This is an optimization exercise on Yosys and OpenROAD, whose aim is small area, a short achievable clock period and few clock cycles, not a production implementation. The RTL was checked by simulation tests, not by an equivalence proof against the original design. No activity file was given, so power comes from the tool's default toggle rates.

$ cat flow/config.mk
export PLATFORM = sky130hd
export DESIGN_NAME = xbee_core
export DESIGN_NICKNAME = xbee_core
export VERILOG_FILES = /design/flow/design.v
export SDC_FILE = /design/flow/constraint.sdc
export NUM_CORES = 4
export LEC_CHECK = 0
export CAP_MARGIN = 20
export CORE_MARGIN = 2
export CORE_UTILIZATION = 45
export CTS_BUF_LIST = sky130_fd_sc_hd__clkbuf_16
export CTS_CLUSTER_DIAMETER = 80
export CTS_CLUSTER_SIZE = 22
export PLACE_DENSITY = 0.65
export SETUP_SLACK_MARGIN = 4.7
export SLEW_MARGIN = 20
$ cat flow/constraint.sdc
create_clock -name core_clock -period 8.0 [get_ports {clk}]
set_input_delay 1.6000 -clock core_clock [delete_from_list [all_inputs] [get_ports {clk}]]
set_output_delay 1.6000 -clock core_clock [all_outputs]
set_load 0.01 [all_outputs]
$ cat flow/design.v
module xbee_fifo #(
    parameter AW = 5                   
) (
    input  wire       clk,
    input  wire       rst,
    input  wire       push,            
    input  wire [7:0] din,
    input  wire       pop,             
    output wire [7:0] dout,
    output wire       empty,
    output wire       full,
    output wire       full_nx          
);
    localparam DEPTH = 1 << AW;
    reg [7:0]  mem [0:DEPTH-1];
    reg [AW:0] wr;
    reg [AW:0] rd;
    reg        ov;
    reg [7:0]  oreg;
    reg        full_r;
    wire          sne   = (wr != rd);
    wire          load  = sne && (!ov || pop);
    wire [AW:0]   wr_n  = wr + {{AW{1'b0}}, push};
    wire [AW:0]   rd_n  = rd + {{AW{1'b0}}, load};
    wire [AW:0]   cnt_n = wr_n - rd_n;
    assign full_nx = cnt_n[AW];
    assign full    = full_r;
    assign empty   = !ov;
    assign dout    = oreg;
    always @(posedge clk) begin
        if (push)
            mem[wr[AW-1:0]] <= din;
        if (load)
            oreg <= mem[rd[AW-1:0]];
    end
    always @(posedge clk) begin
        if (rst) begin
            wr     <= 0;
            rd     <= 0;
            ov     <= 1'b0;
            full_r <= 1'b0;
        end else begin
            wr     <= wr_n;
            rd     <= rd_n;
            ov     <= load || (ov && !pop);
            full_r <= full_nx;
        end
    end
endmodule
module xbee_cmd #(
    parameter REG_CAP = 16
) (
    input  wire                 clk,
    input  wire                 rst,
    input  wire                 cmd_valid,
    input  wire [127:0]         cmd_hdr,
    output wire                 cmd_ready,
    input  wire                 cmd_dvalid,
    input  wire [7:0]           cmd_data,
    output wire                 cmd_dready,
    output wire                 resp_valid,
    output wire [35:0]          resp,
    input  wire                 resp_ready,
    output reg                  tx_push,
    output reg  [7:0]           tx_byte,
    input  wire                 tx_full,
    input  wire                 tx_full_nx,
    output reg  [6:0]           rt_v,
    output reg  [55:0]          rt_hid,
    output wire [7:0]           reg_count,
    output reg                  errh_valid,
    output reg  [7:0]           errh_hid,
    output reg  [7:0]           fid
);
    localparam [3:0] ST_OK = 4'd0, ST_BAD_ADDR = 4'd1, ST_BAD_CMD = 4'd2,
                     ST_TOO_LONG = 4'd3, ST_REG_FULL = 4'd4, ST_BAD_OP = 4'd5;
    localparam [2:0] C_IDLE = 3'd0, C_DRAIN = 3'd1, C_HEAD = 3'd2,
                     C_PAY  = 3'd3, C_CHK   = 3'd4, C_RESP = 3'd5;
    reg [2:0]   state;
    reg         rdy_r;        
    reg         drdy_r;       
    reg         rv_r;         
    reg [63:0]  a64;
    reg [15:0]  w16;          
    reg         a16v;
    reg [7:0]   opt;
    reg [15:0]  remain;       
    reg [4:0]   hidx;         
    reg         is_at;        
    reg [7:0]   afid;         
    reg [15:0]  flen;         
    reg [7:0]   sum;          
    reg [3:0]   r_status;
    reg [4:0]   rcnt;
    wire [3:0]  h_op     = cmd_hdr[3:0];
    wire [3:0]  h_a64len = cmd_hdr[7:4];
    wire [1:0]  h_atlen  = cmd_hdr[10:9];
    wire [7:0]  h_b8     = cmd_hdr[23:16];
    wire [7:0]  h_hid    = cmd_hdr[31:24];
    wire [15:0] h_dlen   = cmd_hdr[47:32];
    assign cmd_ready  = rdy_r;
    assign cmd_dready = drdy_r;
    assign resp_valid = rv_r;
    assign resp       = {sum, flen, afid, r_status};
    assign reg_count = {3'd0, rcnt};
    function [7:0] hbyte;
        input [4:0] n;
        begin
            hbyte = 8'h00;
            if (is_at) begin
                case (n)
                    5'd0: hbyte = 8'h7E;
                    5'd1: hbyte = flen[15:8];
                    5'd2: hbyte = flen[7:0];
                    5'd3: hbyte = 8'h08;
                    5'd4: hbyte = afid;
                    5'd5: hbyte = w16[15:8];
                    5'd6: hbyte = w16[7:0];
                    default: hbyte = 8'h00;
                endcase
            end else begin
                case (n)
                    5'd0:  hbyte = 8'h7E;
                    5'd1:  hbyte = flen[15:8];
                    5'd2:  hbyte = flen[7:0];
                    5'd3:  hbyte = 8'h10;
                    5'd4:  hbyte = 8'h00;
                    5'd5:  hbyte = a64[63:56];
                    5'd6:  hbyte = a64[55:48];
                    5'd7:  hbyte = a64[47:40];
                    5'd8:  hbyte = a64[39:32];
                    5'd9:  hbyte = a64[31:24];
                    5'd10: hbyte = a64[23:16];
                    5'd11: hbyte = a64[15:8];
                    5'd12: hbyte = a64[7:0];
                    5'd13: hbyte = a16v ? w16[15:8] : 8'hFF;
                    5'd14: hbyte = a16v ? w16[7:0]  : 8'hFE;
                    5'd15: hbyte = 8'h00;
                    5'd16: hbyte = opt;
                    default: hbyte = 8'h00;
                endcase
            end
        end
    endfunction
    reg [7:0] head_byte;
    wire head_last = is_at ? (hidx == 5'd6) : (hidx == 5'd16);
    always @* begin
        tx_push = 1'b0;
        tx_byte = 8'h00;
        case (state)
            C_HEAD: begin
                tx_push = !tx_full;
                tx_byte = head_byte;
            end
            C_PAY: begin
                tx_push = cmd_dvalid && !tx_full;
                tx_byte = cmd_data;
            end
            C_CHK: begin
                tx_push = !tx_full;
                tx_byte = ~sum;
            end
            default: ;
        endcase
    end
    reg [2:0]  state_n;
    reg [15:0] remain_n;
    always @* begin
        state_n  = state;
        remain_n = remain;
        case (state)
            C_IDLE: begin
                if (cmd_valid) begin
                    remain_n = h_dlen;
                    state_n  = C_DRAIN;
                    if (h_op == 4'h3 && h_a64len == 4'd8 && h_dlen <= 16'd65521)
                        state_n = C_HEAD;
                    if (h_op == 4'h4 && h_atlen == 2'd2 && h_dlen <= 16'd65531)
                        state_n = C_HEAD;
                end
            end
            C_DRAIN: begin
                if (remain == 16'd0)
                    state_n = C_RESP;
                else if (cmd_dvalid)
                    remain_n = remain - 16'd1;
            end
            C_HEAD: begin
                if (!tx_full && head_last)
                    state_n = (remain == 16'd0) ? C_CHK : C_PAY;
            end
            C_PAY: begin
                if (cmd_dvalid && !tx_full) begin
                    remain_n = remain - 16'd1;
                    if (remain == 16'd1)
                        state_n = C_CHK;
                end
            end
            C_CHK: begin
                if (!tx_full)
                    state_n = C_RESP;
            end
            C_RESP: begin
                if (resp_ready)
                    state_n = C_IDLE;
            end
            default: state_n = C_IDLE;
        endcase
    end
    wire [6:0] key_sel;
    assign key_sel[0] = (h_b8 == 8'h08);
    assign key_sel[1] = (h_b8 == 8'h10);
    assign key_sel[2] = (h_b8 == 8'h88);
    assign key_sel[3] = (h_b8 == 8'h8A);
    assign key_sel[4] = (h_b8 == 8'h8B);
    assign key_sel[5] = (h_b8 == 8'h90);
    assign key_sel[6] = (h_b8 == 8'h91);
    wire rem_nz  = (remain != 16'd0);
    wire rem_gt1 = (remain[15:1] != 15'd0);
    wire enc_ok  = (h_op == 4'h3 && h_a64len == 4'd8 && h_dlen <= 16'd65521) ||
                   (h_op == 4'h4 && h_atlen == 2'd2 && h_dlen <= 16'd65531);
    reg  drdy_n;
    always @* begin
        drdy_n = 1'b0;
        case (state)
            C_IDLE:  drdy_n = cmd_valid && !enc_ok && (h_dlen != 16'd0);
            C_DRAIN: drdy_n = rem_nz && (cmd_dvalid ? rem_gt1 : 1'b1);
            C_HEAD:  drdy_n = !tx_full && head_last && rem_nz && !tx_full_nx;
            C_PAY:   drdy_n = !(cmd_dvalid && !tx_full && !rem_gt1) && !tx_full_nx;
            default: drdy_n = 1'b0;
        endcase
    end
    integer k;
    always @(posedge clk) begin
        if (rst) begin
            state      <= C_IDLE;
            rdy_r      <= 1'b1;
            drdy_r     <= 1'b0;
            rv_r       <= 1'b0;
            remain     <= 16'd0;
            rcnt       <= 5'd0;
            rt_v       <= 7'd0;
            errh_valid <= 1'b0;
            errh_hid   <= 8'd0;
            fid        <= 8'h01;
        end else begin
            state  <= state_n;
            remain <= remain_n;
            rdy_r  <= (state_n == C_IDLE);
            rv_r   <= (state_n == C_RESP);
            drdy_r <= drdy_n;
            if (state == C_IDLE && cmd_valid) begin
                case (h_op)
                    4'h1: if (rcnt != REG_CAP) begin
                        rcnt <= rcnt + 5'd1;
                        rt_v <= rt_v | key_sel;
                    end
                    4'h2: begin
                        errh_valid <= 1'b1;
                        errh_hid   <= h_hid;
                    end
                    4'h4: if (h_atlen == 2'd2 && h_dlen <= 16'd65531)
                        fid <= fid + 8'd1;
                    default: ;
                endcase
            end
        end
    end
    always @(posedge clk) begin
        if (state == C_IDLE && cmd_valid) begin
            a64      <= cmd_hdr[127:64];
            w16      <= cmd_hdr[63:48];
            a16v     <= cmd_hdr[8];
            opt      <= h_b8;
            hidx     <= 5'd0;
            head_byte <= 8'h7E;
            sum      <= 8'd0;
            afid     <= 8'd0;
            flen     <= 16'd0;
            is_at    <= (h_op == 4'h4);
            r_status <= ST_OK;
            case (h_op)
                4'h1: if (rcnt == REG_CAP) r_status <= ST_REG_FULL;
                4'h2: ;
                4'h3: begin
                    if (h_a64len != 4'd8)
                        r_status <= ST_BAD_ADDR;
                    else if (h_dlen > 16'd65521)
                        r_status <= ST_TOO_LONG;
                    else
                        flen <= h_dlen + 16'd14;
                end
                4'h4: begin
                    if (h_atlen != 2'd2)
                        r_status <= ST_BAD_CMD;
                    else if (h_dlen > 16'd65531)
                        r_status <= ST_TOO_LONG;
                    else begin
                        afid <= fid;
                        flen <= h_dlen + 16'd4;
                    end
                end
                default: r_status <= ST_BAD_OP;
            endcase
        end else if (state == C_HEAD) begin
            if (!tx_full) begin
                if (hidx >= 5'd3)
                    sum <= sum + head_byte;
                hidx <= hidx + 5'd1;
                head_byte <= hbyte(hidx + 5'd1);
            end
        end else if (state == C_PAY) begin
            if (cmd_dvalid && !tx_full)
                sum <= sum + cmd_data;
        end else if (state == C_CHK) begin
            if (!tx_full)
                sum <= ~sum;
        end
    end
    always @(posedge clk) begin
        for (k = 0; k < 7; k = k + 1)
            if (state == C_IDLE && cmd_valid && h_op == 4'h1 && rcnt != REG_CAP &&
                key_sel[k] && !rt_v[k])
                rt_hid[8*k +: 8] <= h_hid;
    end
endmodule
module xbee_rx #(
    parameter REG_CAP = 16
) (
    input  wire                 clk,
    input  wire                 rst,
    input  wire                 run,
    input  wire                 rx_valid,
    input  wire [7:0]           rx_data,
    output wire                 rx_ready,
    input  wire [6:0]           rt_v,
    input  wire [55:0]          rt_hid,
    input  wire                 errh_valid,
    input  wire [7:0]           errh_hid,
    output wire                 evt_valid,
    output wire [209:0]         evt_hdr,
    input  wire                 evt_ready,
    output wire                 evt_dvalid,
    output wire [7:0]           evt_data,
    input  wire                 evt_dready
);
    localparam [1:0] K_HANDLER = 2'd0, K_NOHANDLER = 2'd1,
                     K_ERRH    = 2'd2, K_ERRDROP   = 2'd3;
    localparam [2:0] E_NONE = 3'd0, E_SHORT = 3'd3, E_CHECKSUM = 3'd4,
                     E_UNSUPPORTED = 3'd5;
    function supported;
        input [7:0] t;
        begin
            case (t)
                8'h08, 8'h10, 8'h88, 8'h8A, 8'h8B, 8'h90, 8'h91: supported = 1'b1;
                default: supported = 1'b0;
            endcase
        end
    endfunction
    function [4:0] min_len;
        input [7:0] t;
        begin
            case (t)
                8'h08:   min_len = 5'd4;
                8'h10:   min_len = 5'd14;
                8'h88:   min_len = 5'd5;
                8'h8A:   min_len = 5'd2;
                8'h8B:   min_len = 5'd7;
                8'h90:   min_len = 5'd12;
                8'h91:   min_len = 5'd18;
                default: min_len = 5'd0;
            endcase
        end
    endfunction
    function has_payload;
        input [7:0] t;
        begin
            has_payload = (t != 8'h8A) && (t != 8'h8B);
        end
    endfunction
    reg [7:0] mem [0:63];
    reg [6:0] wp;
    reg [6:0] ra;
    reg       rdy;
    assign rx_ready = run && rdy;
    wire push = rx_valid && rx_ready;
    wire [7:0] b = rx_data;
    reg       sv;
    reg [7:0] sd;
    reg [5:0] swp;
    always @(posedge clk) begin
        sv  <= push;
        sd  <= b;
        swp <= wp[5:0];
        if (sv)
            mem[swp] <= sd;
    end
    wire [7:0] rdata = mem[ra[5:0]];
    localparam [2:0] P_SEEK = 3'd0, P_LHI = 3'd1, P_LLO = 3'd2, P_TYPE = 3'd3,
                     P_BODY = 3'd4, P_CHK = 3'd5, P_STALL = 3'd6;
    reg [2:0] ps;
    reg [6:0] psync;      
    reg       lhi_nz;     
    reg [5:0] plen;       
    reg [7:0] ptype;
    reg [7:0] psum;
    reg [5:0] pcnt;       
    reg [1:0] pbad;       
    reg [4:0] pmin;
    reg [2:0] pend8;      
    wire [4:0] t_min   = min_len(b);
    wire       t_sup   = supported(b);
    wire [1:0] t_bad   = !t_sup ? 2'd3 : ({1'b0, plen} < {1'b0, t_min}) ? 2'd1 : 2'd0;
    wire       fin_type = (ps == P_TYPE) && (plen == 6'd0);
    wire       fin_chk  = (ps == P_CHK);
    wire       fin      = push && (fin_type || fin_chk);
    reg [1:0]  n_err;     
    reg [7:0]  n_type;
    reg [7:0]  n_ea;
    reg [7:0]  n_eb;
    reg [5:0]  n_dlen;
    always @* begin
        n_type = fin_type ? b : ptype;
        n_ea   = 8'd0;
        n_eb   = 8'd0;
        n_dlen = 6'd0;
        if (fin_type) begin
            n_err = t_sup ? 2'd1 : 2'd3;
            n_eb  = t_sup ? {3'd0, t_min} : 8'd0;
        end else if (pbad != 2'd0) begin
            n_err = pbad;
            if (pbad == 2'd1) begin
                n_ea = {2'd0, plen};
                n_eb = {3'd0, pmin};
            end
        end else if (b != ~psum) begin
            n_err = 2'd2;
            n_ea  = ~psum;
            n_eb  = b;
        end else begin
            n_err  = 2'd0;
            n_dlen = has_payload(ptype) ? (plen - {1'b0, pmin}) : 6'd0;
        end
    end
    reg [6:0] q_p    [0:1];
    reg [1:0] q_err  [0:1];
    reg [7:0] q_type [0:1];
    reg [7:0] q_ea   [0:1];
    reg [7:0] q_eb   [0:1];
    reg [5:0] q_dlen [0:1];
    reg       q_rd;
    reg       q_wr;
    reg [1:0] q_cnt;
    wire       q_ne    = (q_cnt != 2'd0);
    wire       q_ready = q_ne && !(q_cnt == 2'd1 && pend8 != 3'd0);
    wire [6:0] h_p    = q_p[q_rd];
    wire [1:0] h_err  = q_err[q_rd];
    wire [7:0] h_type = q_type[q_rd];
    wire [7:0] h_ea   = q_ea[q_rd];
    wire [7:0] h_eb   = q_eb[q_rd];
    wire [6:0] tsel;
    assign tsel[0] = (h_type == 8'h08);
    assign tsel[1] = (h_type == 8'h10);
    assign tsel[2] = (h_type == 8'h88);
    assign tsel[3] = (h_type == 8'h8A);
    assign tsel[4] = (h_type == 8'h8B);
    assign tsel[5] = (h_type == 8'h90);
    assign tsel[6] = (h_type == 8'h91);
    reg         hit;
    reg [7:0]   hit_hid;
    integer     i;
    always @* begin
        hit = 1'b0;
        hit_hid = 8'd0;
        for (i = 0; i < 7; i = i + 1) begin
            hit     = hit | (tsel[i] & rt_v[i]);
            hit_hid = hit_hid | ({8{tsel[i]}} & rt_hid[8*i +: 8]);
        end
    end
    wire [1:0] h_kind = (h_err == 2'd0) ? (hit ? K_HANDLER : K_NOHANDLER)
                                        : (errh_valid ? K_ERRH : K_ERRDROP);
    wire [7:0] h_hid  = (h_err == 2'd0) ? (hit ? hit_hid : 8'd0)
                                        : (errh_valid ? errh_hid : 8'd0);
    wire [5:0] h_dlen = q_dlen[q_rd];
    wire [4:0] h_nfix = (h_err == 2'd0) ? (min_len(h_type) - 5'd1) : 5'd0;
    reg         es_load, es_hdr, es_data;    
    reg         es_wait;                      
    reg         att;                          
    reg [5:0]   dcnt;                         
    reg [7:0]   dreg;
    reg [1:0]   o_kind;
    reg [7:0]   o_hid;
    reg [7:0]   o_type;
    reg [2:0]   o_err;
    reg [7:0]   o_ea;
    reg [7:0]   o_eb;
    reg [4:0]   o_nfix;
    reg [5:0]   o_dlen;
    reg [7:0]   fixb [0:16];
    reg [4:0]   fj;                           
    wire es_idle  = !es_load && !es_hdr && !es_data && !es_wait;
    wire hdr_take = es_hdr && evt_ready;
    wire dat_take = es_data && evt_dready;
    wire ev_end   = (hdr_take && (o_dlen == 6'd0)) || (dat_take && (dcnt == 6'd1));
    wire pop      = (es_idle || ev_end) && q_ready && run;
    wire attach   = es_idle && !q_ne && run && (ps == P_BODY) && (pbad == 2'd0);
    wire avail    = (ra != wp) && !(sv && (ra + 7'd1 == wp));
    wire ld_step  = es_load && (!att || avail);
    wire pop_att  = es_wait && q_ready;
    wire pop_any  = pop || pop_att;
    wire fix_clr  = rst || pop || attach || (pop_att && (h_err != 2'd0));
    wire [6:0] wp_n  = wp + {6'd0, push};
    wire [6:0] cnt_n = wp_n - ra;
    reg  [2:0] ps_n;
    reg  [5:0] plen_n;
    reg  [5:0] pcnt_n;
    always @* begin
        ps_n   = ps;
        plen_n = plen;
        pcnt_n = pcnt;
        if (push) begin
            case (ps)
                P_SEEK: if (b == 8'h7E) ps_n = P_LHI;
                P_LHI:  ps_n = P_LLO;
                P_LLO: begin
                    if (lhi_nz || b > 8'd60) begin
                        ps_n = P_STALL;
                    end else begin
                        plen_n = b[5:0];
                        ps_n   = P_TYPE;
                    end
                end
                P_TYPE: begin
                    pcnt_n = plen - 6'd1;
                    if (plen == 6'd0)      ps_n = P_SEEK;
                    else if (plen == 6'd1) ps_n = P_CHK;
                    else                   ps_n = P_BODY;
                end
                P_BODY: begin
                    pcnt_n = pcnt - 6'd1;
                    if (pcnt == 6'd1) ps_n = P_CHK;
                end
                P_CHK: ps_n = P_SEEK;
                default: ps_n = ps;
            endcase
        end
    end
    wire [1:0] q_cnt_n = q_cnt + {1'b0, fin} - {1'b0, pop_any};
    wire       last_n  = (ps_n == P_CHK) || (ps_n == P_TYPE && plen_n == 6'd0);
    integer j;
    always @(posedge clk) begin
        if (rst) begin
            wp     <= 7'd0;
            ra     <= 7'd0;
            rdy    <= 1'b1;
            ps     <= P_SEEK;
            psync  <= 7'd0;
            lhi_nz <= 1'b0;
            plen   <= 6'd0;
            pcnt   <= 6'd0;
            pend8  <= 3'd0;
            q_rd   <= 1'b0;
            q_wr   <= 1'b0;
            q_cnt  <= 2'd0;
            es_load <= 1'b0;
            es_hdr  <= 1'b0;
            es_data <= 1'b0;
            es_wait <= 1'b0;
            att     <= 1'b0;
        end else begin
            wp    <= wp_n;
            rdy   <= (cnt_n[6] == 1'b0) && !(last_n && q_cnt_n == 2'd2);
            ps    <= ps_n;
            plen  <= plen_n;
            pcnt  <= pcnt_n;
            q_cnt <= q_cnt_n;
            if (push) begin
                if (pend8 != 3'd0)
                    pend8 <= pend8 - 3'd1;
                case (ps)
                    P_SEEK: if (b != 8'h7E) psync <= wp + 7'd1;
                    P_LHI:  lhi_nz <= (b != 8'd0);
                    default: ;
                endcase
                if (fin) begin
                    psync <= wp + 7'd1;
                    pend8 <= (plen[5:2] == 4'd0) ? (3'd4 - {1'b0, plen[1:0]}) : 3'd0;
                end
            end
            if (fin) q_wr <= ~q_wr;
            if (pop_any) q_rd <= ~q_rd;
            if (pop) begin
                ra      <= h_p + 7'd4;
                es_load <= (h_nfix != 5'd0);
                es_hdr  <= (h_nfix == 5'd0);
                es_data <= 1'b0;
            end else if (attach) begin
                ra      <= psync + 7'd4;
                att     <= 1'b1;
                es_load <= 1'b1;
            end else if (es_idle) begin
                ra <= q_ne ? h_p : psync;
            end else if (es_load) begin
                if (ld_step) begin
                    ra <= ra + 7'd1;
                    if (fj + 5'd1 == o_nfix) begin
                        es_load <= 1'b0;
                        es_hdr  <= !att;
                        es_wait <= att;
                    end
                end
            end else if (es_wait) begin
                if (pop_att) begin
                    es_wait <= 1'b0;
                    es_hdr  <= 1'b1;
                    att     <= 1'b0;
                end
            end else if (es_hdr) begin
                if (evt_ready) begin
                    es_hdr <= 1'b0;
                    if (o_dlen != 6'd0) begin
                        ra      <= ra + 7'd1;
                        es_data <= 1'b1;
                    end
                end
            end else if (es_data) begin
                if (evt_dready) begin
                    if (dcnt == 6'd1)
                        es_data <= 1'b0;
                    else
                        ra <= ra + 7'd1;
                end
            end
        end
    end
    always @(posedge clk) begin
        if (push && ps == P_TYPE) begin
            ptype <= b;
            psum  <= b;
            pbad  <= t_bad;
            pmin  <= t_min;
        end else if (push && ps == P_BODY) begin
            psum  <= psum + b;
        end
    end
    always @(posedge clk) begin
        if (fin) begin
            q_p[q_wr]    <= psync;
            q_err[q_wr]  <= n_err;
            q_type[q_wr] <= n_type;
            q_ea[q_wr]   <= n_ea;
            q_eb[q_wr]   <= n_eb;
            q_dlen[q_wr] <= n_dlen;
        end
    end
    wire [7:0] fix_d = rdata & {8{!fix_clr}};
    always @(posedge clk) begin
        if (attach) begin
            o_nfix <= pmin - 5'd1;
            fj     <= 5'd0;
        end else if (pop || pop_att) begin
            o_kind <= h_kind;
            o_hid  <= h_hid;
            o_type <= h_type;
            o_err  <= (h_err == 2'd0) ? E_NONE : (h_err == 2'd1) ? E_SHORT :
                      (h_err == 2'd2) ? E_CHECKSUM : E_UNSUPPORTED;
            o_ea   <= h_ea;
            o_eb   <= h_eb;
            o_nfix <= h_nfix;
            o_dlen <= h_dlen;
            if (pop)
                fj <= 5'd0;
            dcnt   <= h_dlen;
        end else begin
            if (ld_step) begin
                fj <= fj + 5'd1;
            end
            if (dat_take)
                dcnt <= dcnt - 6'd1;
        end
        if (es_hdr || dat_take)
            dreg <= rdata;
        for (j = 0; j < 17; j = j + 1)
            if (fix_clr || (ld_step && fj == j))
                fixb[j] <= fix_d;
    end
    wire [135:0] fixed_bits;
    genvar g;
    generate
        for (g = 0; g < 17; g = g + 1) begin : g_fixed
            assign fixed_bits[135 - 8*g -: 8] = fixb[g];
        end
    endgenerate
    assign evt_valid  = es_hdr;
    assign evt_hdr    = {fixed_bits, 10'd0, o_dlen, o_nfix, 8'd0, o_eb, 8'd0, o_ea,
                         o_err, o_type, o_hid, o_kind};
    assign evt_dvalid = es_data;
    assign evt_data   = dreg;
endmodule
module xbee_core (
    input  wire         clk,
    input  wire         rst,
    input  wire         transport_ok,
    input  wire         ctl_valid,
    input  wire [1:0]   ctl_op,
    input  wire         rx_valid,
    input  wire [7:0]   rx_data,
    output wire         rx_ready,
    output wire         tx_valid,
    output wire [7:0]   tx_data,
    input  wire         tx_ready,
    input  wire         cmd_valid,
    input  wire [127:0] cmd_hdr,
    output wire         cmd_ready,
    input  wire         cmd_dvalid,
    input  wire [7:0]   cmd_data,
    output wire         cmd_dready,
    output wire         resp_valid,
    output wire [35:0]  resp,
    input  wire         resp_ready,
    output wire         evt_valid,
    output wire [209:0] evt_hdr,
    input  wire         evt_ready,
    output wire         evt_dvalid,
    output wire [7:0]   evt_data,
    input  wire         evt_dready,
    output wire [31:0]  status
);
    localparam REG_CAP = 16;
    reg run;
    always @(posedge clk) begin
        if (rst)
            run <= 1'b0;
        else if (ctl_valid && ctl_op == 2'd1 && transport_ok)
            run <= 1'b1;
        else if (ctl_valid && ctl_op == 2'd2)
            run <= 1'b0;
    end
    wire [6:0]           rt_v;
    wire [55:0]          rt_hid;
    wire [7:0]           reg_count;
    wire                 errh_valid;
    wire [7:0]           errh_hid;
    wire [7:0]           fid;
    wire                 tx_push;
    wire [7:0]           tx_byte;
    wire                 txq_full;
    wire                 txq_full_nx;
    wire                 txq_empty;
    xbee_cmd #(.REG_CAP(REG_CAP)) u_cmd (
        .clk        (clk),
        .rst        (rst),
        .cmd_valid  (cmd_valid),
        .cmd_hdr    (cmd_hdr),
        .cmd_ready  (cmd_ready),
        .cmd_dvalid (cmd_dvalid),
        .cmd_data   (cmd_data),
        .cmd_dready (cmd_dready),
        .resp_valid (resp_valid),
        .resp       (resp),
        .resp_ready (resp_ready),
        .tx_push    (tx_push),
        .tx_byte    (tx_byte),
        .tx_full    (txq_full),
        .tx_full_nx (txq_full_nx),
        .rt_v       (rt_v),
        .rt_hid     (rt_hid),
        .reg_count  (reg_count),
        .errh_valid (errh_valid),
        .errh_hid   (errh_hid),
        .fid        (fid)
    );
    xbee_fifo #(.AW(5)) u_txq (
        .clk     (clk),
        .rst     (rst),
        .push    (tx_push),
        .din     (tx_byte),
        .pop     (tx_valid && tx_ready),
        .dout    (tx_data),
        .empty   (txq_empty),
        .full    (txq_full),
        .full_nx (txq_full_nx)
    );
    assign tx_valid = run && !txq_empty;
    xbee_rx #(.REG_CAP(REG_CAP)) u_rx (
        .clk        (clk),
        .rst        (rst),
        .run        (run),
        .rx_valid   (rx_valid),
        .rx_data    (rx_data),
        .rx_ready   (rx_ready),
        .rt_v       (rt_v),
        .rt_hid     (rt_hid),
        .errh_valid (errh_valid),
        .errh_hid   (errh_hid),
        .evt_valid  (evt_valid),
        .evt_hdr    (evt_hdr),
        .evt_ready  (evt_ready),
        .evt_dvalid (evt_dvalid),
        .evt_data   (evt_data),
        .evt_dready (evt_dready)
    );
    assign status = {errh_hid, reg_count, fid, 5'd0, errh_valid, transport_ok, run};
endmodule
$ cat flow/flow/run.sh
#!/bin/bash
# The standard layout (standard.sh), with plain buf_1 cells as the
# input and output port buffers instead of the flow's default pick, and
# the transport_ok pin placed next to the status[1] pin it feeds.
set -euo pipefail
export BUFFER_PORTS_ARGS="-buffer_cell sky130_fd_sc_hd__buf_1"
export PRE_IO_PLACEMENT_TCL="$PWD/flow/io.tcl"
bash standard.sh > standard_make.log 2>&1
$ cat flow/flow/io.tcl
# Keep the transport_ok input next to the status[1] output it feeds
# straight through, so that the wire between their port buffers is short.
set_io_pin_constraint -group -order -pin_names {transport_ok {status[1]}}
$ cat flow/standard.sh
#!/bin/bash
# synth_recipe.tcl (not shown) runs the flow's synth.tcl, then flattens the netlist and writes it again
# the make line also repeats each setting of config.mk as NAME=value (left out here)
make -C /OpenROAD-flow-scripts/flow DESIGN_CONFIG=/design/flow/config.mk WORK_HOME=/design/flow/orfs CLKGATE_MAP_FILE= SYNTH_SCRIPT=/design/flow/synth_recipe.tcl "${@:-finish}"
==> results of run 1 <==
==> flip-flops by register name, indices dropped and copies added, names as in the netlist, 16 cells and up, named ones only <==
register	flops
u_cmd.remain	16
u_rx.mem	512
u_txq.mem	256
u_rx.fixb	136
u_rx.q_type	16
u_rx.q_eb	16
u_cmd.w16	16
u_cmd.a64	64
u_cmd.rt_hid	56
u_rx.q_ea	16
u_cmd.flen	16
==> where the power goes <==
part	switching [uW]	internal [uW]
Combinational	627	393
Clock	2490	1980
Sequential	101	8150
Total	3220	10500
==> per-stage QoR <==
stage	instances	power (uW)
6_report	5824	13700
5_1_grt	5822	14200
4_1_cts	5811	13800
3_5_place_dp	5640	9400
3_3_place_gp	5640	9380
2_1_floorplan	3645	9050
==> timing repair <==
item / in CTS / in global routing
gates cloned: 4 / 1
pin swaps: 7 / 4
setup endpoints to repair: 530 / 439
setup buffers: 20 / 6
gates resized for setup: 42 / 42
==> cell type report <==
class                   instances  area, um^2  share of cell area (%)
well taps                    1742        2180                    3.33
multi-input cells            1933       17000                    26.0
clock buffers                  82        2050                    3.14
inverters                      88         347                   0.530
clock inverters                65         505                   0.773
flip-flops and latches       1412       40800                    62.4
diodes                          6        15.0                  0.0229
repair buffers                496        2510                    3.83
==> how the worst max path moves through the flow <==
stage,slack [ns],to,cells after the start,start
floorplan,4.34,u_cmd.drdy_r,14,cmd_dvalid
global placement,3.58,u_cmd.drdy_r,15,cmd_dvalid
detailed placement,3.48,u_rx.fixb[3][0],6,evt_dready
CTS,4.59,status[1],2,transport_ok
global route,4.54,u_rx.es_hdr,10,flop
finish,4.59,status[1],2,transport_ok
==> per-layer routing <==
layer,up-vias,part of all wire [%],routed length (um)
met3,188,6.8,9780
met1,17200,42,60800
met2,1242,49,70500
met5,-,0.0090,13
met4,2,2.1,3020
li1,14900,-,-
==> cells in the mapped netlist (17+ instances only) <==
cell and number:
edfxtp_1 1248, buf_4 42, buf_1 27, xnor2_1 62
nor2b_1 38, a211oi_1 25, buf_2 27, o22ai_1 32
mux4_2 248, mux2i_1 56, nand3_1 68, clkbuf_1 115
and2_1 23, mux2_2 53, a221oi_1 26, a31oi_1 27
nor2_1 305, nor3_1 48, a21oi_1 105, o21ai_0 91
nand4_1 19, nand2_1 180, xor2_1 55, inv_1 84
dfxtp_1 164, a22oi_1 29, nor4_1 24, a21o_1 28
and3_1 25, ha_1 81, nand3b_1 17, nand2b_1 24
==> cell families after synthesis <==
| kind of cell | Yosys count |
|---|---|
| XOR/XNOR | 117 |
| AO/OA/AOI/OAI | 505 |
| AND/OR/NAND/NOR | 832 |
| flip-flops | 1412 |
| multiplexers | 357 |
| other | 1 |
| adder cells (fa/ha/maj) | 85 |
| buffers and inverters | 302 |
==> metrics.md, run 1 <==
| Metric | Value |
|---|---|
| Total Neg Setup Slack | 0 ns |
| Commonest non-fill, non-tap cell in the layout | edfxtp_1 |
| Initial antenna violation count | 6 |
| Commonest cells after routing, fill and taps aside | edfxtp_1 (1248), buf_1 (405), nor2_1 (295), mux4_2 (248), nand2_1 (174) |
| Post-synth EDFFs | 1248 |
| Fraction of registers with async set/reset | 0% |
| CTS Buf Count | 81 |
| Vias in the first global route | 32200 |
| Critical path peak fanout | 2 |
| CP endpoint kind | primary output |
| Crit path DAT | 1.81 ns |
| CP Cell Sequence | buf_1, buf_2 |
| Design area | 65400 um^2 |
| Clock transition at path regs | 0.09 ns |
| Htree depth | 3 |
| Layout cell share with drive strength beyond 1 | 15.7% |
| Overall Global Routing Usage | 21.2% |
| DP Wirelength | 93.4 mm |
| GR Util met2 | 34.7% |
| CP bufs+invs | 2 |
| Final setup margin | 4.59 ns |
| Met3 Use GR | 3.57% |
| Nets | 4254 |
| Post-DP Area | 62100 um^2 |
| Hold Slack | 0.422 ns |
| Global route overflow | 0 |
| Max IR drop VDD | 194 uV |
| Hold Buf Count CTS | 0 |
| Hold path depth | 0 |
| Post-synthesis sequential area ratio | 69.8% |
| Gr busiest metal | met2 |
| Max transition margin | 31.5% |
| Synthesized flop and latch total | 1412 |
| Status | timing/DRC/antenna clean |
| Slew @ Worst Pin | 1.03 ns |
| Root buffer cell | clkbuf_16 |
| Max Freq | 0.293 GHz |
| Global-route wire length before repair | 210 mm |
| Die H | 364 um |
| Adder-cell area share of the yosys netlist | 1.87% |
| DR vias | 33600 |
| Count of final setup violators | 0 |
| Simple-Gate Fraction of Synth Area | 6.87% |
| Netlist cell types | 89 |
| Slowest CP cell | buf_2 |
| CP top delay family | buffers and inverters |
| Static Leak | 0.0208 uW |
| Final period util | 42.7% |
| Reg2reg end | u_cmd.head_byte[5] |
| Drt initial violations | 4070 |
| Critical path's largest stage delay | 0.13 ns |
| RSZ-0062 raised after global routing | yes |
| Hold Crit Class | reg -> reg |
| Num rows | 132 |
| Flop2flop setup slack | 4.73 ns |
| Synth area leader | edfxtp_1 |
| Final Max Tran Viols | 0 |
| Setup WS pre-CTS | 3.48 ns |
| Buffers on Ports | 417 |
| Wirelength per Cell | 24.7 um |
| I/O Pins | 458 |
| Compound-Gate Fraction of Synth Area | 5.89% |
| GPL Wtd Cong | 0.907 |
| Post-route ant nets | 0 |
| Max-cap violations | 0 |
| Post-Synth XOR/XNOR Area | 1.75% |
| Final Hold Viols | 0 |
| Synth Instances | 3611 |
| Worst path required time | 6.40 ns |
| Initial Util | 45.2% |
| Min Tclk post-route | 3.41 ns |
| Clock Sinks | 1412 |
| YS warnings | 5 |
| Number of remaining DRC errors | 0 |
| Finished Core Util | 50.7% |
| Synth Cell Area | 58400 um^2 |
| Worst Setup Path Type | in -> out |
| CTS Buffer Depth | 3 |
| Met1 Use GR | 29.8% |
| Die X | 364 um |
| Area growth, synth to finish | 12.0% |
| RR Startpoint | u_cmd.hidx[0] |
| Avg Cell Area, Syn | 16.2 um^2 |
| FF-to-FF path depth | 7 |
| Fill count | 10800 |
| Largest family of logic cells by synthesized area | multiplexers |
| Cell Pwr Density | 210 nW/um^2 |
| Clock tree from TritonCTS | done |
| Core area | 129000 um^2 |
| Min-Delay Startpoint | u_rx.wp[5] |
| Number of vias per cell | 5.76 |
| Synth top area share | 64.2% |
| CP Launch Type | input pin |
| Final wirelength | 144 mm |
| Total Die Area | 133000 um^2 |
| Top post-synthesis cells by area | edfxtp_1 (64%), mux4_2 (9.6%), dfxtp_1 (5.6%), nor2_1 (2.0%), ha_1 (1.7%) |
| Predominant post-synthesis flop cell | edfxtp_1 |
| Post-synthesis mux area share | 11.5% |
| Clock Skew | 0.0442 ns |
| Hold path endpoint | u_rx.swp[5] |
| Initial DRT Pass Iterations | 6 |
| Worst skew pair latency | 0.72 ns |
| Largest net degree at the start of global routing | 69 |
Testbench counts, summed over its fixed seeds: cycles 21,071.
==> run 2: changes to the inputs <==
--- a/flow/config.mk
+++ b/flow/config.mk
@@ -9,8 +9,8 @@
 export CORE_MARGIN = 2
 export CORE_UTILIZATION = 45
-export CTS_BUF_LIST = sky130_fd_sc_hd__clkbuf_16
+export CTS_BUF_LIST = sky130_fd_sc_hd__clkbuf_8 sky130_fd_sc_hd__clkbuf_16
 export CTS_CLUSTER_DIAMETER = 80
 export CTS_CLUSTER_SIZE = 22
 export PLACE_DENSITY = 0.65
-export SETUP_SLACK_MARGIN = 4.7
+export SETUP_SLACK_MARGIN = 4.6
 export SLEW_MARGIN = 20
==> run 2 against run 1 <==
Critical path depth unchanged. Synthesized area unchanged. Still clean on timing, DRC and antenna. Clock power about the same. Via count down 0.41%. Power up 0.20%. Routed wire length up 0.45%. First-iteration DRC count down 4.8%. Combinational power about the same. Die area unchanged. Clock skew down 0.0019 ns. Clock-buffer cell count up 1.
==> metrics.md, run 2 <==
| Metric | Value |
|---|---|
| Post-DP Area | 62000 um^2 (was 62100 um^2) |
| Synth cell count leaders | edfxtp_1 (1248), nor2_1 (305), mux4_2 (248) (unchanged) |
| Number of vias per cell | 5.75 (was 5.76) |
| DP Wirelength | 95.2 mm (was 93.4 mm) |
| Num rows | 132 (unchanged) |
| Predominant post-synthesis flop cell | edfxtp_1 (unchanged) |
| Hold Crit Class | reg -> reg (unchanged) |
| Avg Cell Area, Syn | 16.2 um^2 (unchanged) |
| Count leader, synth | edfxtp_1 (unchanged) |
| Gr busiest metal | met2 (unchanged) |
| Initial DRT Pass Iterations | 6 (unchanged) |
| Initial antenna violation count | 8 (was 6) |
| Total Neg Setup Slack | 0 ns (unchanged) |
| Htree depth | 3 (unchanged) |
| Biggest register | u_rx.mem (unchanged) |
| CP bufs+invs | 2 (unchanged) |
| CP Launch Type | input pin (unchanged) |
| Met1 Use GR | 29.8% (about the same) |
| Setup WS pre-CTS | 3.20 ns (was 3.48 ns) |
| I/O Pins | 458 (unchanged) |
| Die X | 364 um (unchanged) |
| Clock Skew | 0.0423 ns (was 0.0442 ns) |
| Vias in the first global route | 32400 (was 32200) |
| CP top delay family | buffers and inverters (unchanged) |
| Cell Pwr Density | 211 nW/um^2 (was 210 nW/um^2) |
| Die H | 364 um (unchanged) |
| Worst Setup Path Type | in -> out (unchanged) |
| Wirelength per Cell | 24.9 um (was 24.7 um) |
| Root buffer cell | clkbuf_16 (unchanged) |
| Synthesized flop and latch total | 1412 (unchanged) |
| Synth Instances | 3611 (unchanged) |
| Status | timing/DRC/antenna clean (unchanged) |
| Commonest non-fill, non-tap cell in the layout | edfxtp_1 (unchanged) |
| RSZ-0062 raised after global routing | yes (unchanged) |
| Clock Sinks | 1412 (unchanged) |
| Overall Global Routing Usage | 21.3% (was 21.2%) |
| FF-to-FF path depth | 7 (unchanged) |
| Max transition margin | 28.8% (was 31.5%) |
| Slew @ Worst Pin | 1.07 ns (was 1.03 ns) |
| Critical path's largest stage delay | 0.11 ns (was 0.13 ns) |
| Static Leak | 0.0207 uW (was 0.0208 uW) |
| Nets | 4252 (was 4254) |
| Buffers on Ports | 417 (unchanged) |
| Drt initial violations | 3874 (was 4070) |
| Layout cell share with drive strength beyond 1 | 15.4% (was 15.7%) |
| GPL Wtd Cong | 0.896 (was 0.907) |
| Worst skew pair latency | 0.72 ns (about the same) |
| Clock tree from TritonCTS | done (unchanged) |
| CP endpoint kind | primary output (unchanged) |
| CTS Buffer Depth | 3 (unchanged) |
| CTS Buf Count | 81 (unchanged) |
| Min Tclk post-route | 3.40 ns (was 3.41 ns) |
| Slowest CP cell | buf_6 (was buf_2) |
| Final Max Tran Viols | 0 (unchanged) |
| Largest register FFs | 512 (unchanged) |
| Max Freq | 0.294 GHz (was 0.293 GHz) |
| Largest net degree at the start of global routing | 68 (was 69) |
| Critical Path Most Common Cell | buf_6 |
| Critical path peak fanout | 2 (unchanged) |
| Final period util | 42.5% (was 42.7%) |
| Final Hold Viols | 0 (unchanged) |
| Core area | 129000 um^2 (unchanged) |
| Synth Cell Area | 58400 um^2 (unchanged) |
| Commonest cells after routing, fill and taps aside | edfxtp_1 (1248), buf_1 (404), nor2_1 (295), mux4_2 (248), nand2_1 (175) (was edfxtp_1 (1248), buf_1 (405), nor2_1 (295), mux4_2 (248), nand2_1 (174)) |
| Number of remaining DRC errors | 0 (unchanged) |
| Met3 Use GR | 3.73% (was 3.57%) |
| Post-route ant nets | 0 (unchanged) |
| Hold path depth | 0 (unchanged) |
| Global route overflow | 0 (unchanged) |
| Post-synth EDFFs | 1248 (unchanged) |
| Fraction of registers with async set/reset | 0% (unchanged) |
| YS warnings | 5 (unchanged) |
| Count of final setup violators | 0 (unchanged) |
| Max-cap violations | 0 (unchanged) |
| Crit path DAT | 1.80 ns (was 1.81 ns) |
| Max IR drop VDD | 169 uV (was 194 uV) |
| Top post-synthesis cells by area | edfxtp_1 (64%), mux4_2 (9.6%), dfxtp_1 (5.6%), nor2_1 (2.0%), ha_1 (1.7%) (unchanged) |
| Post-synthesis sequential area ratio | 69.8% (unchanged) |
| Initial Util | 45.2% (unchanged) |
| Synth top area share | 64.2% (unchanged) |
| Final wirelength | 145 mm (was 144 mm) |
| Worst path required time | 6.40 ns (about the same) |
| CP Cell Sequence | buf_6, buf_6 (was buf_1, buf_2) |
| DR vias | 33400 (was 33600) |
| Clock transition at path regs | 0.09 ns (about the same) |
| Global-route wire length before repair | 211 mm (was 210 mm) |
| Design area | 65200 um^2 (was 65400 um^2) |
| Netlist cell types | 89 (unchanged) |
| Final setup margin | 4.60 ns (was 4.59 ns) |
| WP depth | 2 (unchanged) |
| GR Util met2 | 34.4% (was 34.7%) |
| Synth area leader | edfxtp_1 (unchanged) |
| Total Die Area | 133000 um^2 (unchanged) |
| Area growth, synth to finish | 11.7% (was 12.0%) |
| Largest regs | u_rx.mem x512, u_txq.mem x256, u_rx.fixb x136 (unchanged) |
## run 2: cell count changes in the layout (fill, tap and decap cells not counted), sizes merged
cell	change
a311o	-1
buf	+2
bufbuf	-1
clkinv	-3
clkinvlp	+1
diode	-1
inv	-10
nor2	-1
## run 2: path summary, 6_finish.rpt
| kind | from | to | slack (ns) |
|---|---|---|---|
| setup / recovery | transport_ok | status[1] | 4.60 |
| hold / removal | u_rx.wp[5] | u_rx.swp[5] | 0.44 |
| setup reg to reg | u_cmd.hidx[0] | u_cmd.head_byte[5] | 4.65 |
| hold reg to reg | u_rx.wp[5] | u_rx.swp[5] | 0.44 |
## run 2: worst reg2reg max path, stage by stage (launching register included)
cell      delay (ns)
dfxtp_1         0.49
ha_1            0.80
nand2_1         0.18
nor2_1          0.85
a22oi_1         0.24
a311oi_1        0.55
a211oi_1        0.09
o21ai_0         0.09
## run 2: cell type report
| class | count | area, um^2 |
|---|---|---|
| Tap cell | 1742 | 2180 |
| Clock buffer | 83 | 2070 |
| Sequential cell | 1412 | 40800 |
| Timing Repair Buffer | 496 | 2400 |
| Antenna cell | 5 | 12.5 |
| Multi-Input combinational cell | 1931 | 16900 |
| Fill cell | 10800 | 63900 |
| Clock inverter | 53 | 499 |
| Inverter | 88 | 349 |
## run 2: kinds of logic (layout without fill, tap and decap cells)
| family | after synthesis | after routing | synth area share (%) |
|---|---|---|---|
| buffers and inverters | 302 | 720 | 2.29 |
| AOI/OAI and AO/OA | 505 | 505 | 5.89 |
| and+or+nand+nor | 832 | 832 | 6.87 |
| adders and majority gates | 85 | 85 | 1.87 |
| xor gates and xnor gates | 117 | 117 | 1.75 |
| other | 1 | 40 | 0.00642 |
| DFF | 1412 | 1412 | 69.8 |
| muxes | 357 | 357 | 11.5 |
## run 2: routing by layer
layer,share of wire [%],wire (um)
met1,42,61200
met3,6.4,9330
met4,2.8,4100
met2,48,70100
met5,0.023,33
## run 2: metrics by stage
stage / hold slack (ns) / utilization [%] / instances / total power (uW)
detailed placement: 0.420 / 48.0 / 5645 / 9410
floorplan: 0.326 / - / 3645 / 9040
global route: 0.450 / 50.5 / 5810 / 14200
finish: 0.438 / 50.5 / 5810 / 13800
CTS: 0.436 / 50.3 / 5795 / 13900
global placement: 0.425 / 48.0 / 5645 / 9390
## run 2: report_power, final
part	total [uW]	switching [uW]	internal, uW
registers	8240	90.3	8150
logic	1040	646	394
clock network	4490	2500	1990
## run 2: timing repair
| action | CTS | global route |
|---|---|---|
| gates resized for setup | 42 | 44 |
| setup endpoints to repair | 476 | 190 |
| buffers inserted | 12 | 10 |
| hold buffers | 0 | 0 |
| gates cloned | 2 | 0 |
| pin swaps | 3 | 3 |
==> run 3: changes to the inputs <==
--- a/flow/config.mk
+++ b/flow/config.mk
@@ -9,8 +9,8 @@
 export CORE_MARGIN = 2
 export CORE_UTILIZATION = 45
-export CTS_BUF_LIST = sky130_fd_sc_hd__clkbuf_8 sky130_fd_sc_hd__clkbuf_16
-export CTS_CLUSTER_DIAMETER = 80
-export CTS_CLUSTER_SIZE = 22
-export PLACE_DENSITY = 0.65
+export CTS_BUF_LIST = sky130_fd_sc_hd__clkbuf_16
+export CTS_CLUSTER_DIAMETER = 90
+export CTS_CLUSTER_SIZE = 24
+export PLACE_DENSITY = 0.75
 export SETUP_SLACK_MARGIN = 4.6
 export SLEW_MARGIN = 20
==> run 3 against run 2 <==
Highest routed layer unchanged. Cell count shrank 0.12%. Via count is 0.90% higher. Clock skew grew 0.020 ns. Cell area fell by 0.20%. First-iteration DRC count up 8.8%. Clock-buffer cell count is 7 lower. Worst hold slack improved by 0.030 ns. Setup slack got worse by 0.025 ns. Core utilization fell by 0.10 points. Maximum frequency down 0.72%. Sequential share of layout area is 0.14 points higher.
==> metrics.md, run 3 <==
| Metric | Value |
|---|---|
| Commonest cells after routing, fill and taps aside | edfxtp_1 (1248), buf_1 (407), nor2_1 (295), mux4_2 (248), nand2_1 (176) (was edfxtp_1 (1248), buf_1 (404), nor2_1 (295), mux4_2 (248), nand2_1 (175)) |
| Crit path DAT | 1.83 ns (was 1.80 ns) |
| DR vias | 33700 (was 33400) |
| Slowest CP cell | buf_2 (was buf_6) |
| Final period util | 42.8% (was 42.5%) |
| Synthesized flop and latch total | 1412 (unchanged) |
| Clock transition at path regs | 0.10 ns (was 0.09 ns) |
| Commonest non-fill, non-tap cell in the layout | edfxtp_1 (unchanged) |
| Synth Instances | 3611 (unchanged) |
| Hold Crit Class | reg -> reg (unchanged) |
| Global route overflow | 0 (unchanged) |
| Synth top area share | 64.2% (unchanged) |
| Layout cell share with drive strength beyond 1 | 15.1% (was 15.4%) |
| CP bufs+invs | 2 (unchanged) |
| Clock tree from TritonCTS | done (unchanged) |
| Count of final setup violators | 0 (unchanged) |
| Drt initial violations | 4215 (was 3874) |
| Buffers on Ports | 417 (unchanged) |
| Hold Buf Count CTS | 0 (unchanged) |
| CP top delay family | buffers and inverters (unchanged) |
| Worst Setup Path Type | in -> out (unchanged) |
| Final Max Tran Viols | 0 (unchanged) |
| I/O Pins | 458 (unchanged) |
| Clock Sinks | 1412 (unchanged) |
| Status | timing/DRC/antenna clean (unchanged) |
| Slew @ Worst Pin | 1.18 ns (was 1.07 ns) |
| Fill count | 10500 (was 10800) |
| Largest regs | u_rx.mem x512, u_txq.mem x256, u_rx.fixb x136 (unchanged) |
| Initial DRT Pass Iterations | 8 (was 6) |
| Post-DP Area | 62000 um^2 (about the same) |
| Total Neg Setup Slack | 0 ns (unchanged) |
| CP endpoint kind | primary output (unchanged) |
| Synth Cell Area | 58400 um^2 (unchanged) |
| Max Freq | 0.292 GHz (was 0.294 GHz) |
| Num rows | 132 (unchanged) |
| Max transition margin | 21.4% (was 28.8%) |
| Largest net degree at the start of global routing | 88 (was 68) |
| Core area | 129000 um^2 (unchanged) |
| Initial antenna violation count | 6 (was 8) |
| Post-synthesis sequential area ratio | 69.8% (unchanged) |
| Nets | 4248 (was 4252) |
| CTS Buf Count | 75 (was 81) |
| Synth area leader | edfxtp_1 (unchanged) |
| Largest register FFs | 512 (unchanged) |
| Max IR drop VDD | 210 uV (was 169 uV) |
| Final wirelength | 144 mm (was 145 mm) |
| DP Wirelength | 95.0 mm (was 95.2 mm) |
| Post-route ant nets | 0 (unchanged) |
| YS warnings | 5 (unchanged) |
| Wirelength per Cell | 24.8 um (was 24.9 um) |
| Area growth, synth to finish | 11.4% (was 11.7%) |
| Number of remaining DRC errors | 0 (unchanged) |
| Fraction of registers with async set/reset | 0% (unchanged) |
| Initial Util | 45.2% (unchanged) |
| Top post-synthesis cells by area | edfxtp_1 (64%), mux4_2 (9.6%), dfxtp_1 (5.6%), nor2_1 (2.0%), ha_1 (1.7%) (unchanged) |
| Global-route wire length before repair | 210 mm (was 211 mm) |
| Static Leak | 0.0207 uW (about the same) |
| Biggest register | u_rx.mem (unchanged) |
| CTS Buffer Depth | 3 (unchanged) |
| Max-cap violations | 0 (unchanged) |
| Predominant post-synthesis flop cell | edfxtp_1 (unchanged) |
| Final Hold Viols | 0 (unchanged) |
| Clock Skew | 0.0627 ns (was 0.0423 ns) |
| Number of vias per cell | 5.81 (was 5.75) |
| Design area | 65100 um^2 (was 65200 um^2) |
| GPL Wtd Cong | 0.920 (was 0.896) |
| Min Tclk post-route | 3.43 ns (was 3.40 ns) |
| Avg Cell Area, Syn | 16.2 um^2 (unchanged) |
| Critical path peak fanout | 2 (unchanged) |
| Placed Cells | 5643 (was 5645) |
| Non-filler instance count after layout | 5803 (was 5810) |
| Post-synth EDFFs | 1248 (unchanged) |
| Vias in the first global route | 32600 (was 32400) |
| Total Die Area | 133000 um^2 (unchanged) |
| Die X | 364 um (unchanged) |
| Worst skew pair latency | 0.73 ns (was 0.72 ns) |
| Synth cell count leaders | edfxtp_1 (1248), nor2_1 (305), mux4_2 (248) (unchanged) |
| Netlist cell types | 89 (unchanged) |
| Die H | 364 um (unchanged) |
| Critical path's largest stage delay | 0.13 ns (was 0.11 ns) |
| Root buffer cell | clkbuf_16 (unchanged) |
| CP Cell Sequence | buf_1, buf_2 (was buf_6, buf_6) |
| Cell Pwr Density | 209 nW/um^2 (was 211 nW/um^2) |
| Finished Core Util | 50.4% (was 50.5%) |
| Htree depth | 3 (unchanged) |
| RSZ-0062 raised after global routing | yes (unchanged) |
| Overall Global Routing Usage | 21.1% (was 21.3%) |
| CP Launch Type | input pin (unchanged) |
| Count leader, synth | edfxtp_1 (unchanged) |
| Worst path required time | 6.40 ns (about the same) |
run 3: cell counts after synthesis:
No cell type changed its count.
run 3: layout make-up:
type                    instances  area (um^2)  share of cell area, %
well taps                    1742         2180                   3.35
clock buffers                  76         1900                   2.92
repair buffers                498         2370                   3.64
flip-flops and latches       1412        40800                   62.7
inverters                      88          368                  0.565
clock inverters                54          508                  0.780
diodes                          2         5.00                0.00769
multi-input cells            1931        16900                   26.0
run 3: power by group:
| group | switching, uW | internal [uW] | total, uW |
|---|---|---|---|
| logic | 618 | 401 | 1020 |
| registers | 108 | 8150 | 8260 |
| clock network | 2430 | 1870 | 4310 |
run 3: final timing paths:
path | startpoint | endpoint | slack [ns] | cells after the start
worst max register to register | flop | u_rx.es_hdr | 4.67 | 10
worst min register to register | u_rx.wp[5] | u_rx.swp[5] | 0.47 | 0
worst min-delay path | u_rx.wp[5] | u_rx.swp[5] | 0.47 | 0
worst max-delay path | transport_ok | status[1] | 4.57 | 2
run 3: what timing repair did:
item                                    4_1_cts  5_1_grt
endpoints found under the setup margin      453      277
setup buffers                                10       15
cloned                                        2        0
gates resized for setup                      44       40
pin swaps                                     5        3
run 3: kinds of logic after synthesis:
logic type | count (synthesis) | share of synthesized area, %
buf+inv | 302 | 2.29
xor+xnor | 117 | 1.75
simple gates | 832 | 6.87
flops | 1412 | 69.8
compound gates | 505 | 5.89
fa+ha+maj | 85 | 1.87
other cells | 1 | 0.00642
mux | 357 | 11.5
run 3: routing by layer:
metal | global-route usage [%] | vias up | routed length (um)
met5 | 0 | - | 55
met4 | 6.43 | 8 | 4350
met3 | 4.54 | 236 | 12500
met2 | 35.2 | 1568 | 71500
met1 | 27.8 | 17100 | 55400
li1 | - | 14800 | -
run 3: stage by stage:
stage          hold slack (ns)  power [uW]  worst slack (ns)
4_1_cts                  0.454       13600              4.58
3_3_place_gp             0.426        9370              3.07
5_1_grt                  0.460       14000              4.52
6_report                 0.468       13600              4.57
3_5_place_dp             0.423        9390              2.99
2_1_floorplan            0.326        9040              4.34

==> static timing again, ports no longer ideal <==
Ports are ideal in the flow. The routed layouts listed here were re-timed in OpenROAD. Step 1 assumes that a clkbuf_16 drives the clock port and a buf_2 every other input. Step 2 also shifts input and output timing later by t, the mid clock arrival at the registers, as if the neighbouring blocks saw the same clock. a / b / c = ideal / step 1 / step 2; a / b = the first two.
run	t (ns)	setup slack, ns	hold WS [ns]	worst register clock-pin slew, ns
run 1	0.774	4.587 / 4.564 / 3.873	0.422 / 0.422 / 0.422	0.10 / 0.10
run 2	0.780	4.598 / 4.566 / 3.871	0.438 / 0.438 / 0.438	0.09 / 0.09
run 3	0.774	4.574 / 4.542 / 3.823	0.468 / 0.468 / 0.468	0.10 / 0.10
After both steps setup and hold are still met in every run listed. The setup slack of run 3, which loses most, moves by -0.032 ns with the drivers and by -0.751 ns with both steps.
